From an optimization exercise on the open Yosys and OpenROAD flow, aimed at small area, a short achievable clock period and few clock cycles per item; shortcuts taken in it are not production practice.
The RTL was checked by simulation tests, not by an equivalence proof against the original design.
Power figures rest on the tool's default switching activity, not on a simulated workload.

## config.mk

```make
export PLATFORM = sky130hd
export DESIGN_NAME = ppc_decode
export DESIGN_NICKNAME = ppc_decode
export VERILOG_FILES = /design/flow/design.v
export SDC_FILE = /design/flow/constraint.sdc
export NUM_CORES = 4
export LEC_CHECK = 0
export CAP_MARGIN = 20
export CORE_MARGIN = 2
export CORE_UTILIZATION = 40
export PLACE_DENSITY = 0.6
export SLEW_MARGIN = 20
```

## constraint.sdc

```tcl
create_clock -name core_clock -period 10.0 [get_ports {clk}]
set_input_delay 2.0000 -clock core_clock [delete_from_list [all_inputs] [get_ports {clk}]]
set_output_delay 2.0000 -clock core_clock [all_outputs]
set_load 0.01 [all_outputs]
```

## design.v

```verilog
module ppc_decode (
    input  wire         clk,
    input  wire         rst,         
    input  wire         wr_en,
    input  wire [7:0]   wr_addr,
    input  wire [31:0]  wr_data,
    output wire         busy,
    output wire [11:0]  status,
    output wire [31:0]  bits,
    output wire [127:0] fval,
    output wire [9:0]   cmdf
);
    localparam [3:0] R_NONE = 4'd0, R_OK = 4'd1, R_LEN = 4'd2,
                     R_BADDESC = 4'd7, R_BADCMD = 4'd8;
    integer i;
    reg        lock;
    reg [6:0]  rxlen;
    reg [6:0]  d_rawlen;
    reg [5:0]  d_bitlen;
    reg        d_order;
    reg        d_half;
    reg [7:0]  d_sentinel;
    reg        d_st_en;
    reg        d_st_w2;
    reg [5:0]  d_st_pos;
    reg [15:0] d_sab  [0:3];     
    reg        f_en   [0:3];
    reg        f_kind [0:3];
    reg [5:0]  f_start[0:3];
    reg [5:0]  f_end  [0:3];
    reg        e_valid[0:7];
    reg [1:0]  e_field[0:7];
    reg [31:0] e_value[0:7];
    reg [31:0] e_pat  [0:7];
    reg [7:0]  raw    [0:63];
    reg        t_len;            
    reg        t_f  [0:3];       
    reg        t_st;             
    reg        t_e  [0:7];       
    reg [3:0]  res_code;
    reg        res_wenum;
    reg        res_ovalid;
    reg [31:0] bits_r;
    reg [31:0] fval_r [0:3];
    reg [3:0]  present_r;
    reg        sa_r, sb_r;
    reg        busy_r;
    reg        go;               
    reg        ok_r;             
    reg        baddesc_r;        
    reg [31:0] ext_r;            
    reg [3:0]  rem;              
    reg        va_r;             
    reg        a_rev, a_kind, a_en;
    reg [1:0]  a_f;
    reg [4:0]  a_sh, a_wm1;
    reg [7:0]  a_cand;
    reg        vb;
    reg [31:0] y_r;
    reg [4:0]  b_wm1;
    reg [7:0]  b_cand;
    reg        b_num, b_enum;
    reg [3:0]  b_we;
    reg        vc;
    reg [7:0]  m_r;
    reg [31:0] num_r;
    reg        c_enum;
    reg [3:0]  c_we;
    reg [1:0]  st_x_r;
    reg [3:0]  st_ab_r;
    assign busy = busy_r;
    wire cfg_ok = t_len & t_f[0] & t_f[1] & t_f[2] & t_f[3] & t_st &
                  t_e[0] & t_e[1] & t_e[2] & t_e[3] & t_e[4] & t_e[5] & t_e[6] & t_e[7];
    function sample;
        input [7:0] m;
        input [7:0] s;
        begin
            sample = ((d_half ? s : m) == d_sentinel);
        end
    endfunction
    function rawlen_ok;
        input [6:0] r;
        begin
            rawlen_ok = !r[0] && r >= 7'd4 && r <= 7'd64;
        end
    endfunction
    wire        wr  = wr_en && !busy_r && !rst;
    wire        dwr = wr && !lock;
    wire [31:0] wd  = rst ? 32'd0 : wr_data;
    wire w_rawlen = dwr && wr_addr == 8'h10;
    wire w_bitlen = dwr && wr_addr == 8'h11;
    wire w_state  = dwr && wr_addr == 8'h1B;
    reg  [3:0] w_fctl;
    reg  [7:0] w_ectl;
    always @(*) begin
        for (i = 0; i < 4; i = i + 1) w_fctl[i] = dwr && wr_addr == 8'h20 + 4 * i;
        for (i = 0; i < 8; i = i + 1) w_ectl[i] = dwr && wr_addr == 8'h30 + 4 * i;
    end
    reg [3:0] ek;                
    always @(*)
        for (i = 0; i < 4; i = i + 1) ek[i] = f_en[i] & f_kind[i];
    always @(posedge clk) begin
        if (rst || w_rawlen) d_rawlen <= wd[6:0];
        if (rst || w_bitlen) d_bitlen <= wd[5:0];
        if (rst || (dwr && wr_addr == 8'h15)) begin d_order <= wd[0]; d_half <= wd[1]; end
        if (rst || (dwr && wr_addr == 8'h16)) d_sentinel <= wd[7:0];
        if (rst || w_state) begin
            d_st_en  <= wd[0];
            d_st_w2  <= wd[1];
            d_st_pos <= wd[13:8];
        end
        for (i = 0; i < 4; i = i + 1) begin
            if (rst || (dwr && wr_addr == 8'h1C + i)) d_sab[i] <= wd[15:0];
            if (rst || w_fctl[i]) begin
                f_en[i]    <= wd[0];
                f_kind[i]  <= wd[1];
                f_start[i] <= wd[13:8];
                f_end[i]   <= wd[21:16];
            end
        end
        for (i = 0; i < 8; i = i + 1) begin
            if (rst || w_ectl[i]) begin
                e_valid[i] <= wd[0];
                e_field[i] <= wd[3:2];
            end
            if (rst || (dwr && wr_addr == 8'h31 + 4 * i)) e_value[i] <= wd;
            if (rst || (dwr && wr_addr == 8'h32 + 4 * i)) e_pat[i]   <= wd;
        end
        if (rst || (wr && wr_addr == 8'h03)) rxlen <= wd[6:0];
        if (rst) lock <= 1'b0;
        else if (wr && wr_addr == 8'h02 && wr_data[0]) lock <= 1'b1;
        for (i = 0; i < 64; i = i + 1)
            if (wr && wr_addr == 8'h80 + i) raw[i] <= wr_data[7:0];
        if (rst) begin
            t_len <= 1'b0;
            t_st  <= 1'b1;
            for (i = 0; i < 4; i = i + 1) t_f[i] <= 1'b1;
            for (i = 0; i < 8; i = i + 1) t_e[i] <= 1'b1;
        end else begin
            if (w_rawlen)
                t_len <= rawlen_ok(wr_data[6:0]) && d_bitlen <= wr_data[6:1];
            else if (w_bitlen)
                t_len <= rawlen_ok(d_rawlen) && wr_data[5:0] <= d_rawlen[6:1];
            for (i = 0; i < 4; i = i + 1) begin
                if (w_fctl[i])
                    t_f[i] <= !wr_data[0] ||
                              (wr_data[13:8] <= wr_data[21:16] && wr_data[21:16] < d_bitlen);
                else if (w_bitlen)
                    t_f[i] <= !f_en[i] ||
                              (f_start[i] <= f_end[i] && f_end[i] < wr_data[5:0]);
            end
            if (w_state)
                t_st <= !wr_data[0] ||
                        ({1'b0, wr_data[13:8]} + {6'd0, wr_data[1]} < {1'b0, d_bitlen});
            else if (w_bitlen)
                t_st <= !d_st_en ||
                        ({1'b0, d_st_pos} + {6'd0, d_st_w2} < {1'b0, wr_data[5:0]});
            for (i = 0; i < 8; i = i + 1) begin
                if (w_ectl[i])
                    t_e[i] <= !wr_data[0] || ek[wr_data[3:2]];
                else if (w_fctl[e_field[i]])
                    t_e[i] <= !e_valid[i] || (wr_data[0] && wr_data[1]);
            end
        end
    end
    always @(posedge clk) begin
        for (i = 0; i < 32; i = i + 1)
            ext_r[i] <= (i < d_bitlen) && sample(raw[2 * i], raw[2 * i + 1]);
        ok_r      <= lock && cfg_ok && (rxlen == d_rawlen);
        baddesc_r <= !(lock && cfg_ok);
        st_ab_r   <= {sample(d_sab[3][7:0], d_sab[3][15:8]), sample(d_sab[2][7:0], d_sab[2][15:8]),
                      sample(d_sab[1][7:0], d_sab[1][15:8]), sample(d_sab[0][7:0], d_sab[0][15:8])};
    end
    wire [3:0] fen_v  = {f_en[3], f_en[2], f_en[1], f_en[0]};
    wire [3:0] src    = busy_r ? rem : ((fen_v == 4'd0) ? 4'b0001 : fen_v);
    wire [3:0] pick   = src & (~src + 4'd1);
    reg  [1:0] pick_f;
    always @(*)
        case (pick)
            4'b0010: pick_f = 2'd1;
            4'b0100: pick_f = 2'd2;
            4'b1000: pick_f = 2'd3;
            default: pick_f = 2'd0;
        endcase
    wire [4:0] p_s = f_start[pick_f][4:0];
    wire [4:0] p_e = f_end[pick_f][4:0];
    wire       p_rev = !d_order && !f_kind[pick_f];
    wire sa_v = (go && ok_r) || va_r;
    reg [31:0] vin;
    always @(*)
        for (i = 0; i < 32; i = i + 1)
            vin[i] = a_rev ? ext_r[31 - i] : ext_r[i];
    wire [31:0] y = vin >> a_sh;
    reg [31:0] mask;
    always @(*)
        for (i = 0; i < 32; i = i + 1)
            mask[i] = (i <= b_wm1);
    reg [7:0] m;
    always @(*)
        for (i = 0; i < 8; i = i + 1)
            m[i] = b_cand[i] && (((e_pat[i] ^ y_r) & mask) == 32'd0);
    reg [31:0] evsel;
    reg        found;
    always @(*) begin
        evsel = 32'd0;
        found = 1'b0;
        for (i = 0; i < 8; i = i + 1) begin
            if (m_r[i] && !found) evsel = e_value[i];
            found = found | m_r[i];
        end
    end
    wire [31:0] fres = evsel | num_r;
    wire [63:0] st_v = {32'd0, ext_r} >> d_st_pos;
    wire cmd_wr  = wr && wr_addr == 8'h00;
    wire go_n    = cmd_wr && wr_data == 32'd1;
    wire va_n    = busy_r && (go ? ok_r : 1'b1) && (rem != 4'd0);
    always @(posedge clk) begin
        if (rst) begin
            busy_r     <= 1'b0;
            go         <= 1'b0;
            va_r       <= 1'b0;
            vb         <= 1'b0;
            vc         <= 1'b0;
            res_code   <= R_NONE;
            res_wenum  <= 1'b0;
            res_ovalid <= 1'b0;
        end else begin
            go     <= go_n;
            va_r   <= va_n;
            vb     <= sa_v;
            vc     <= vb;
            busy_r <= go_n || va_n || sa_v || vb;
            if (cmd_wr && wr_data != 32'd0 && wr_data != 32'd1) begin
                res_code   <= R_BADCMD;
                res_wenum  <= 1'b0;
                res_ovalid <= 1'b0;
            end
            if (go) begin
                res_wenum <= 1'b0;
                if (baddesc_r) begin
                    res_code   <= R_BADDESC;
                    res_ovalid <= 1'b0;
                end else if (!ok_r) begin
                    res_code   <= R_LEN;
                    res_ovalid <= 1'b0;
                end else begin
                    res_code   <= R_OK;
                    res_ovalid <= 1'b1;
                end
            end else if (vc && c_enum && !found) begin
                res_wenum <= 1'b1;
            end
        end
    end
    always @(posedge clk) begin
        if (!busy_r || sa_v) begin
            rem    <= src & ~pick;
            a_f    <= pick_f;
            a_en   <= f_en[pick_f];
            a_kind <= f_kind[pick_f];
            a_rev  <= p_rev;
            a_sh   <= p_rev ? ~p_e : p_s;
            a_wm1  <= p_e - p_s;
            for (i = 0; i < 8; i = i + 1)
                a_cand[i] <= e_valid[i] && (e_field[i] == pick_f);
        end
        y_r    <= y;
        b_wm1  <= a_wm1;
        b_cand <= (sa_v && a_en) ? a_cand : 8'd0;
        b_num  <= sa_v && a_en && !a_kind;
        b_enum <= sa_v && a_en && a_kind;
        for (i = 0; i < 4; i = i + 1)
            b_we[i] <= sa_v && a_en && (a_f == i);
        for (i = 0; i < 8; i = i + 1) m_r[i] <= m[i];
        num_r  <= b_num ? (y_r & mask) : 32'd0;
        c_enum <= b_enum;
        c_we   <= b_we;
        if (go) begin
            bits_r <= ext_r;
            st_x_r <= st_v[1:0];
        end
        if (vb) begin
            sa_r <= d_st_en && (d_st_w2 ? (st_x_r == st_ab_r[1:0]) : (st_x_r[0] == st_ab_r[0]));
            sb_r <= d_st_en && !(d_st_w2 ? (st_x_r == st_ab_r[1:0]) : (st_x_r[0] == st_ab_r[0])) &&
                    (d_st_w2 ? (st_x_r == st_ab_r[3:2]) : (st_x_r[0] == st_ab_r[2]));
        end
        for (i = 0; i < 4; i = i + 1)
            if (go || c_we[i]) begin
                fval_r[i]    <= fres;
                present_r[i] <= !go && (!c_enum || found);
            end
    end
    assign status = {lock, cfg_ok, res_ovalid, res_wenum, 4'hF, res_code};
    assign bits   = bits_r;
    assign fval   = {fval_r[3], fval_r[2], fval_r[1], fval_r[0]};
    assign cmdf   = {sb_r, sa_r, 4'd0, present_r};
endmodule
```

## flow/run.sh

```bash
#!/bin/bash
# Standard ORFS layout (the standard.sh), with the timing repair steps
# asked to leave a larger setup margin so that they size the design for a
# shorter period than the 10 ns clock requires. Constraints are unchanged.
set -euo pipefail
export SETUP_SLACK_MARGIN=${SETUP_MARGIN_NS:-7}
bash standard.sh > orfs_make.log 2>&1
```

## standard.sh

```bash
#!/bin/bash
# synth_recipe.tcl (not shown) runs the flow's synth.tcl, then flattens the netlist and writes it again
# the make line also repeats each setting of config.mk as NAME=value (left out here)
make -C /OpenROAD-flow-scripts/flow DESIGN_CONFIG=/design/flow/config.mk WORK_HOME=/design/flow/orfs CLKGATE_MAP_FILE= SYNTH_SCRIPT=/design/flow/synth_recipe.tcl "${@:-finish}"
```

==> results.json, run 1 <==
{
  "fill_cells": 13478,
  "drtPass1Iterations": 8,
  "synth_top_area_share": 0.6379,
  "syn2layout_area_growth_pct": 22.26,
  "fmax_ghz": 0.2584,
  "worst-r2r-setup-slack_ps": 6760,
  "startpoint_type": "register",
  "slew_viol_final": 0,
  "rows": 148,
  "fin_ws_ps": 6130,
  "crit_path_cell_trace": "nand4_1, nor4_4, buf_4, buf_6",
  "r2r_cells": 11,
  "crit_type": "reg -> out",
  "yosysSeqAreaShare": 0.6865,
  "grt_pass1_vias": 39282,
  "fin_crit_sh": 0.3870,
  "port_buffers": 217,
  "avgSynthCellArea_um2": 15.03,
  "pre_cts_slack_ps": 4454,
  "p_leak_nw": 28.16,
  "clock_latency_ps": 810,
  "synth_flop_cell": "edfxtp_1",
  "grt_max_degree": 81,
  "status": "complete, no violations",
  "dp_hpwl_mm": 123.1,
  "cap_violations": 0,
  "slowest_stage": "dfxtp_4",
  "worstMarginPinSlew_ps": 1187,
  "h-tree-depth": 4,
  "netlist_top_cells_count": "edfxtp_1, mux2i_1, xor2_1, xnor2_1, nor2_1",
  "hold_buffers": 0,
  "synth_cell_types": 93,
  "ant_nets": 0,
  "holdPathStages": 0,
  "worstPathMaxFanout": 2,
  "synth_edf_count": 1400,
  "gp_congestion": 0.8681,
  "worst_r2r_startpoint": "f_en[2]",
  "synth_area_leaders": "edfxtp_1, mux2i_1, dfxtp_1",
  "finClkSkew_ps": 46.60,
  "slowest_delay_ps": 370,
  "reg2reg_to": "a_wm1[4]",
  "clk_pin_slew_worst_paths_ps": 60,
  "min_path_type": "reg -> reg",
  "worstHoldStart": "b_we[2]",
  "antenna_found_initial": 22,
  "coreArea_um2": 163100,
  "viasPerCell": 5.757,
  "cp.arrival_ps": 1870,
  "wl_per_cell_um": 29.34,
  "syn_inst": 4384,
  "finalWirelength_mm": 210.7,
  "start_util": 0.4040,
  "netlist_area_um2": 65900,
  "ys_seq_elements": 1560,
  "drtIter0Drc": 5389,
  "fin_setup_tns_ps": 0,
  "whs_ps": 327.2,
  "async_reset_ff_frac": 0,
  "root_buffer": "clkbuf_16",
  "cts_buffers": 161,
  "dieArea_um2": 168000,
  "cts_sinks": 1560,
  "hold_violations": 0,
  "die_w_um": 409.9,
  "grt_pass1_wl_mm": 290.8,
  "yosysMostFrequentCell": "edfxtp_1",
  "rsz0062_at_grt": "true",
  "setup_viol": 0,
  "nets": 4998,
  "slew_headroom": 0.2067,
  "crit_required_ps": 8000,
  "pwr_density_cell_nw_per_um2": 197.8,
  "startpoint": "t_st",
  "worst_ir_drop_vdd_mv": 0.2300,
  "period_minus_slack_ps": 3870,
  "drive_gt1_frac": 0.2356,
  "ys.warnings.count": 14,
  "end_kind": "output pin",
  "grt_use_total": 0.2413,
  "synth_top_area_cell": "edfxtp_1",
  "ioPinCount": 226,
  "grt-ovfl-total": 0,
  "drc": 0,
  "min_to": "c_we[2]",
  "die_h_um": 409.9,
  "clock_path_buffers": 3,
  "tritoncts": "built",
  "route.vias.total": 41343
}
how the worst max path moves through the flow:
stage                    end  cells after the start
2_1_floorplan    e_pat[1][0]                      6
3_3_place_gp   f_start[3][4]                      6
3_5_place_dp    e_pat[3][22]                      4
4_1_cts           status[10]                      3
5_1_grt           status[10]                      4
6_report          status[10]                      4
final cells by class:
class                   count  area [um2]  area share
well taps                2175        2721     0.03378
clock inverters            82       784.5    0.009737
multi-input cells        2531       21690      0.2692
inverters                  75       354.1    0.004395
diodes                      5       12.51   0.0001553
flip-flops and latches   1560       45270      0.5618
repair buffers            536        5343     0.06631
clock buffers             213        4378     0.05434
repair inverters            4       22.52   0.0002795
routing by layer:
layer | global-route usage | wire length, um | up-vias
met2 | 0.3686 | 95430 | 2192
met4 | 0.06586 | 5785 | 14
met1 | 0.3451 | 87300 | 21039
li1 | - | - | 17773
met3 | 0.05598 | 22020 | 325
met5 | 0 | 172 | -
registers in the layout (all words and copies together), names as in the netlist, 64 cells and up:
register and cells:
e_value 256, d_sab 64, fval_r 128, e_pat 256, raw 512
critical path: cells and delay by family (launching register included):
| family | cells | cell delay (ps) |
|---|---|---|
| AND/OR/NAND/NOR | 2 | 400 |
| flip-flops | 1 | 370 |
| buffers and inverters | 2 | 300 |
cell families (layout without fill, tap and decap cells):
logic type,Yosys count,in the layout,synth area share
buf+inv,321,910,0.02176
xor+xnor,597,597,0.07934
fa+ha+maj,86,86,0.01644
compound gates,633,648,0.06795
other cells,2,13,0.0001140
mux,393,393,0.06721
flops,1560,1560,0.6865
simple gates,792,799,0.06070
through the flow:
step	total power, mW	cells	cell area, um2	utilization
after detailed placement	9.949	6620	71180	0.4363
after floorplan	9.152	4390	66950	-
after global placement	9.930	6619	71160	0.4362
after CTS	15.89	7094	78890	0.4836
final	15.93	7181	80570	0.4939
after global routing	16.42	7176	80560	0.4938
power breakdown:
group | internal (mW) | switching, mW
logic | 0.871 | 1.50
registers | 7.41 | 0.298
clock network | 3.29 | 2.56
total | 11.6 | 4.36
placed cells by master (no fill, tap or decap), types with 60 or more instances in the layout:
cell type,count
a21oi_1,78
buf_12,71
buf_2,161
buf_4,188
clkbuf_16,170
dfxtp_1,147
edfxtp_1,1400
ha_1,77
mux2i_1,328
nand2_1,142
nand4_1,60
nor2_1,110
nor2_4,80
o21ai_0,65
o22ai_1,98
xnor2_1,292
xor2_1,305
timing repair:
item | CTS | global route
cloned | 31 | 14
endpoints found under the hold margin | 0 | 0
resized for setup | 1035 | 198
endpoints found under the setup margin | 2041 | 1166
buffers inserted | 148 | 66
pin swaps | 72 | 74
Testbench counts, summed over its fixed seeds: cycles 21,652, decodes 384.
==> run 2: changes to the inputs <==
==> run.sh (new file) <==
#!/bin/bash
# synth_recipe.tcl (not shown) runs the flow's synth.tcl, then flattens the netlist and writes it again
# the make line also repeats each setting of config.mk as NAME=value (left out here)
make -C /OpenROAD-flow-scripts/flow DESIGN_CONFIG=/design/flow/config.mk WORK_HOME=/design/flow/orfs CLKGATE_MAP_FILE= SYNTH_SCRIPT=/design/flow/synth_recipe.tcl finish
removed: flow/run.sh
removed: standard.sh
==> run 2 against run 1 <==
  * Register-to-register slack worse by 1000 ps
  * Largest power group unchanged
  * Critical endpoint is now raw[3][4]
  * Sequential power hardly changed
  * Count of clock-buffer cells in the layout is 9 lower
  * Power hardly changed
==> results.json, run 2 <==
{
  "dieArea_um2": 168000,
  "netSwitchingPower_mw": 4.221,
  "cts_sinks": 1560,
  "die_w_um": 409.9,
  "synth_cell_types": 93,
  "route.vias.total": 39259,
  "cp.arrival_ps": 5700,
  "h-tree-depth": 4,
  "worst-r2r-setup-slack_ps": 5710,
  "p_sw_frac": 0.2651,
  "whs_ps": 332.2,
  "critPathTopFamily": "simple AND/OR/NAND/NOR gates",
  "start_util": 0.4040,
  "largest_register_ffs": 512,
  "die_h_um": 409.9,
  "clk_pin_slew_worst_paths_ps": 60,
  "clock_latency_ps": 810,
  "finalWirelength_mm": 192.3,
  "ioPinCount": 226,
  "grt_pass1_wl_mm": 273.6,
  "yosysMostFrequentCell": "edfxtp_1",
  "ys_seq_elements": 1560,
  "grt_use_total": 0.2248,
  "coreArea_um2": 163100,
  "p_leak_nw": 26.08,
  "crit_path_cell_trace": "clkdlybuf4s50_1, nor3b_2, nand3_1, inv_1, nand3_1, nor3_1",
  "yosysSeqAreaShare": 0.6865,
  "gp_congestion": 0.8730,
  "pwr-share-comb": 0.133,
  "crit_type": "in -> reg",
  "ant_nets": 0,
  "end_kind": "register",
  "port_buffers": 217,
  "worst_ir_drop_vdd_mv": 0.2219,
  "path_common_cell": "nand3_1",
  "intPower_mw": 11.70,
  "grt_pass1_vias": 37866,
  "worstPathMaxFanout": 16,
  "drc": 0,
  "design_area_um2": 76160,
  "worstSetupPathDepth": 6,
  "fmax_ghz": 0.1890,
  "status": "complete, no violations",
  "reg2reg_to": "raw[3][4]",
  "syn_inst": 4384,
  "hold_violations": 0,
  "async_reset_ff_frac": 0,
  "ys.warnings.count": 14,
  "final_common_cell": "edfxtp_1",
  "dp_hpwl_mm": 122.6,
  "crit_required_ps": 10410,
  "clock_path_buffers": 3,
  "drive_gt1_frac": 0.1057,
  "finClkSkew_ps": 33.15,
  "nets": 4762,
  "synth_edf_count": 1400,
  "synth_top_area_cell": "edfxtp_1",
  "slowest_delay_ps": 940,
  "slowest_stage": "nor3_1",
  "drtPass1Iterations": 6,
  "r2r_cells": 5,
  "synth_area_leaders": "edfxtp_1, mux2i_1, dfxtp_1",
  "fin_setup_tns_ps": 0,
  "grt_max_degree": 111,
  "worst_r2r_startpoint": "busy_r",
  "startpoint": "wr_en",
  "slew_viol_final": 0,
  "power_frac_clock": 0.383,
  "root_buffer": "clkbuf_16",
  "hold_buffers": 0,
  "viasPerCell": 5.654,
  "setup_viol": 0,
  "layout_common_cells": "edfxtp_1, mux2i_1, xor2_1",
  "netlist_top_cells_count": "edfxtp_1, mux2i_1, xor2_1, xnor2_1, nor2_1",
  "startpoint_type": "input port",
  "max_flop_register": "raw",
  "critPathCapture": "raw[3][4]",
  "avgSynthCellArea_um2": 15.03,
  "synth_flop_cell": "edfxtp_1",
  "ctsResizeCount": 0,
  "tritoncts": "built",
  "worstMarginPinSlew_ps": 1219,
  "syn2layout_area_growth_pct": 15.56,
  "reg_top3": "raw: 512 flops, e_pat: 256 flops, e_value: 256 flops",
  "grt-ovfl-total": 0,
  "synth_top_area_share": 0.6379,
  "antenna_found_initial": 12,
  "rows": 148,
  "cts_buffers": 161,
  "drtIter0Drc": 4895,
  "critPathBufInv": 2,
  "period_minus_slack_ps": 5290,
  "min_path_type": "reg -> reg",
  "placed_area_um2": 70680,
  "netlist_area_um2": 65900,
  "cap_violations": 0,
  "pwr_density_cell_nw_per_um2": 209.1,
  "slew_headroom": 0.1871,
  "sequentialPowerShare": 0.484,
  "post-cts-setup-buffers": 0,
  "rsz0062_at_grt": "false",
  "wl_per_cell_um": 27.69,
  "fin_crit_sh": 0.5290
}
run 2: cell counts after synthesis:
Identical to the previous run, type by type.
run 2: cell type report:
type | count | area (um2)
Sequential cell | 1560 | 45250
Clock inverter | 92 | 1080
Timing Repair Buffer | 326 | 3003
Inverter | 75 | 281.5
Antenna cell | 2 | 5.005
Multi-Input combinational cell | 2509 | 19520
Tap cell | 2175 | 2721
Fill cell | 14042 | 86980
Clock buffer | 204 | 4303
run 2: worst min-delay path by stage:
| stage | start | end | slack, ps | depth (start not counted) |
|---|---|---|---|---|
| floorplan | b_enum | c_enum | 310 | 0 |
| detailed placement | b_we[0] | c_we[0] | 320 | 0 |
| global route | b_we[1] | c_we[1] | 330 | 0 |
| finish | b_we[3] | c_we[3] | 330 | 0 |
| CTS | b_we[3] | c_we[3] | 330 | 0 |
| global placement | b_we[0] | c_we[0] | 320 | 0 |
run 2: cell families after synthesis:
family / synth area share
flops: 0.6865
simple gates: 0.06070
compound gates: 0.06795
xor+xnor: 0.07934
mux: 0.06721
buf+inv: 0.02176
fa+ha+maj: 0.01644
other cells: 0.0001140
run 2: through the flow:
| step | total power [mW] | util | setup WS, ps | cells |
|---|---|---|---|---|
| after floorplan | 9.124 | - | 5081 | 4390 |
| after global placement | 9.908 | 0.4332 | 4173 | 6643 |
| after detailed placement | 9.933 | 0.4332 | 4133 | 6643 |
| after CTS | 15.99 | 0.4662 | 4969 | 6939 |
| after global routing | 16.42 | 0.4668 | 4625 | 6941 |
| final | 15.92 | 0.4668 | 4710 | 6943 |
run 2: routing by layer:
metal | wire length, um | vias to the layer above | GRT usage
li1 | - | 17190 | -
met1 | 82690 | 20006 | 0.3195
met2 | 87510 | 1798 | 0.3477
met3 | 16880 | 265 | 0.04728
met4 | 5196 | 0 | 0.06523
met5 | 0 | - | 0
run 2: power groups by stage:
stage	combinational, mW	clock (mW)	sequential, mW
2_1_floorplan	1.49	0	7.64
3_3_place_gp	2.08	0	7.83
3_5_place_dp	2.09	0	7.84
4_1_cts	2.10	6.18	7.70
5_1_grt	2.27	6.43	7.73
6_report	2.12	6.10	7.70
==> run 3: changes to the inputs <==
--- a/config.mk
+++ b/config.mk
@@ -11,2 +11,3 @@
 export PLACE_DENSITY = 0.6
+export SETUP_SLACK_MARGIN = 5
 export SLEW_MARGIN = 20
==> run 3 against run 2 <==
  * Design area barely moved
  * Sequential cell count did not move
  * Area after synthesis did not move
  * Highest routed layer unchanged
  * Count of clock-buffer cells in the layout did not move
  * Largest cell class unchanged
  * Critical endpoint is now e_pat[0][22]
  * Synthesized cell count did not move
  * Register-to-register slack improved by 240 ps
  * Sequential share of layout area barely moved
==> results.json, run 3 <==
{
  "drc": 0,
  "pwr_density_cell_nw_per_um2": 209.0,
  "worst-r2r-setup-slack_ps": 5950,
  "drtIter0Drc": 4931,
  "grt_pass1_vias": 37881,
  "finalWirelength_mm": 193.0,
  "rsz0062_at_grt": "true",
  "final_cell_count_no_fill": 6945,
  "slew_headroom": 0.2023,
  "worst_ir_drop_vdd_mv": 0.2216,
  "tritoncts": "built",
  "fin_setup_tns_ps": 0,
  "synth_top_area_cell": "edfxtp_1",
  "clock_latency_ps": 810,
  "async_reset_ff_frac": 0,
  "r2r_cells": 7,
  "synth_top_area_share": 0.6379,
  "worstPathMaxFanout": 32,
  "die_w_um": 409.9,
  "rows": 148,
  "wl_per_cell_um": 27.79,
  "slew_viol_final": 0,
  "hold_violations": 0,
  "root_buffer": "clkbuf_16",
  "worst_r2r_startpoint": "d_half",
  "worstMarginPinSlew_ps": 1186,
  "grt-ovfl-total": 0,
  "ant_nets": 0,
  "die_h_um": 409.9,
  "clock_path_buffers": 3,
  "syn2layout_area_growth_pct": 15.65,
  "antenna_found_initial": 12,
  "gp_congestion": 0.8730,
  "h-tree-depth": 4,
  "synth_flop_cell": "edfxtp_1",
  "cap_violations": 0,
  "grt_max_degree": 111,
  "reg2reg_to": "ext_r[21]",
  "crit_type": "in -> reg",
  "startpoint_type": "input port",
  "syn_inst": 4384,
  "synth_cell_types": 93,
  "viasPerCell": 5.648,
  "clk_pin_slew_worst_paths_ps": 60,
  "ys_seq_elements": 1560,
  "dieArea_um2": 168000,
  "avgSynthCellArea_um2": 15.03,
  "yosysMostFrequentCell": "edfxtp_1",
  "ioPinCount": 226,
  "drtPass1Iterations": 5,
  "yosysSeqAreaShare": 0.6865,
  "max_flop_register": "raw",
  "fmax_ghz": 0.2013,
  "synth_edf_count": 1400,
  "crit_required_ps": 10410,
  "coreArea_um2": 163100,
  "critPathCapture": "e_pat[0][22]",
  "synth_area_leaders": "edfxtp_1, mux2i_1, dfxtp_1",
  "cts_sinks": 1560,
  "dp_cells": 6643,
  "post-cts-setup-buffers": 0,
  "dp_hpwl_mm": 122.6,
  "status": "complete, no violations",
  "drive_gt1_frac": 0.1069,
  "end_kind": "register",
  "p_leak_nw": 26.10,
  "largest_register_ffs": 512,
  "layout_common_cells": "edfxtp_1, mux2i_1, xor2_1",
  "netlist_top_cells_count": "edfxtp_1, mux2i_1, xor2_1, xnor2_1, nor2_1",
  "period_minus_slack_ps": 4967,
  "ys.warnings.count": 14,
  "nets": 4765,
  "cts_buffers": 161,
  "final_common_cell": "edfxtp_1",
  "setup_viol": 0,
  "grt_use_total": 0.2253,
  "min_path_type": "reg -> reg",
  "finClkSkew_ps": 32.33,
  "fin_util": 0.4672,
  "start_util": 0.4040,
  "holdPathStages": 0,
  "reg_top3": "raw: 512 flops, e_pat: 256 flops, e_value: 256 flops",
  "route.vias.total": 39223,
  "cp.arrival_ps": 5370,
  "startpoint": "wr_en",
  "fin_crit_sh": 0.4967,
  "fill_cells": 14040,
  "port_buffers": 217,
  "netlist_area_um2": 65900,
  "grt_pass1_wl_mm": 274.0
}
-- run 3: final cells by class --
type	count	area [um2]	share of cell area
Clock inverter	92	1080	0.01417
Antenna cell	1	2.502	0.00003283
Sequential cell	1560	45250	0.5937
Multi-Input combinational cell	2511	19570	0.2567
Clock buffer	204	4303	0.05646
Timing Repair Buffer	327	3014	0.03955
Tap cell	2175	2721	0.03571
Inverter	75	281.5	0.003694
-- run 3: kinds of logic (layout without fill, tap and decap cells) --
family	count (synthesis)	in the layout	share of synthesized area
adder cells (fa/ha/maj)	86	86	0.01644
AND/OR/NAND/NOR	792	792	0.06070
other	2	9	0.0001140
multiplexers	393	393	0.06721
XOR/XNOR	597	597	0.07934
buffers and inverters	321	698	0.02176
flip-flops	1560	1560	0.6865
AO/OA/AOI/OAI	633	635	0.06795
-- run 3: metrics by stage --
stage | hold slack (ps) | worst slack, ps | total power, mW | area (um2)
finish | 334.1 | 5033 | 15.93 | 76220
global route | 334.3 | 4987 | 16.42 | 76210
CTS | 329.7 | 5032 | 15.99 | 76080
detailed placement | 318.5 | 4133 | 9.933 | 70680
global placement | 316.2 | 4173 | 9.908 | 70680
floorplan | 309.6 | 5081 | 9.124 | 65930
-- run 3: worst max-delay path, stage by stage --
cell and delay, ps:
clkdlybuf4s50_1 490, nor3b_2 930, nand2_1 850, o21bai_4 1070
-- run 3: power breakdown --
part,total (mW),internal (mW),switching [mW]
Sequential,7.70,7.42,0.288
Combinational,2.13,0.749,1.38
Clock,6.10,3.54,2.56
-- run 3: timing repair --
action,in CTS,in global routing
cloned,1,1
endpoints found under the setup margin,37,52
gates resized for setup,2,3
hold buffers,0,0
pin swaps,1,1
-- run 3: worst min path at each step --
stage | to | slack, ps | startpoint
final | c_we[3] | 330 | b_we[3]
after global routing | c_we[1] | 330 | b_we[1]
after CTS | c_we[3] | 330 | b_we[3]
after detailed placement | c_we[0] | 320 | b_we[0]
after global placement | c_we[0] | 320 | b_we[0]
after floorplan | c_enum | 310 | b_enum
-- run 3: routing by layer --
| layer | up-vias | global-route usage | share of wire | wire length (um) |
|---|---|---|---|---|
| met2 | 1759 | 0.3479 | 0.45 | 87800 |
| met1 | 19993 | 0.3200 | 0.43 | 83490 |
| met4 | 0 | 0.06516 | 0.027 | 5233 |
| li1 | 17201 | - | - | - |
| met5 | - | 0 | 0 | 0 |
| met3 | 270 | 0.04828 | 0.086 | 16510 |

port drivers added, routing unchanged:
The results above use ideal ports. As a check the final layouts listed here were re-extracted and re-timed, cells and wires unchanged. Step 1 assumes that a clkbuf_16 drives the clock port and a buf_2 every other input. Step 2 adds t to the input delays and takes it off the output delays; t is the mean of the earliest and latest rising clock arrival at the registers after step 1. Input paths then give back, and output paths get back, about the clock's delay inside the block. Three values: no drivers, after step 1, after step 2; two values: the first two.
run | shift t [ns] | setup WS [ns] | latest minus earliest clock arrival (ns) | worst register clock-pin slew, ns
run 1 | 0.869 | 6.130 / 6.048 / 5.925 | 0.047 / 0.047 | 0.07 / 0.07
run 2 | 0.882 | 4.710 / 4.761 / 3.879 | 0.040 / 0.040 | 0.07 / 0.07
run 3 | 0.882 | 5.033 / 5.085 / 4.203 | 0.039 / 0.038 | 0.07 / 0.07
After both steps every run listed still meets setup and hold. The setup slack of run 2, which loses most, moves by +0.051 ns with the drivers and by -0.831 ns with both steps.
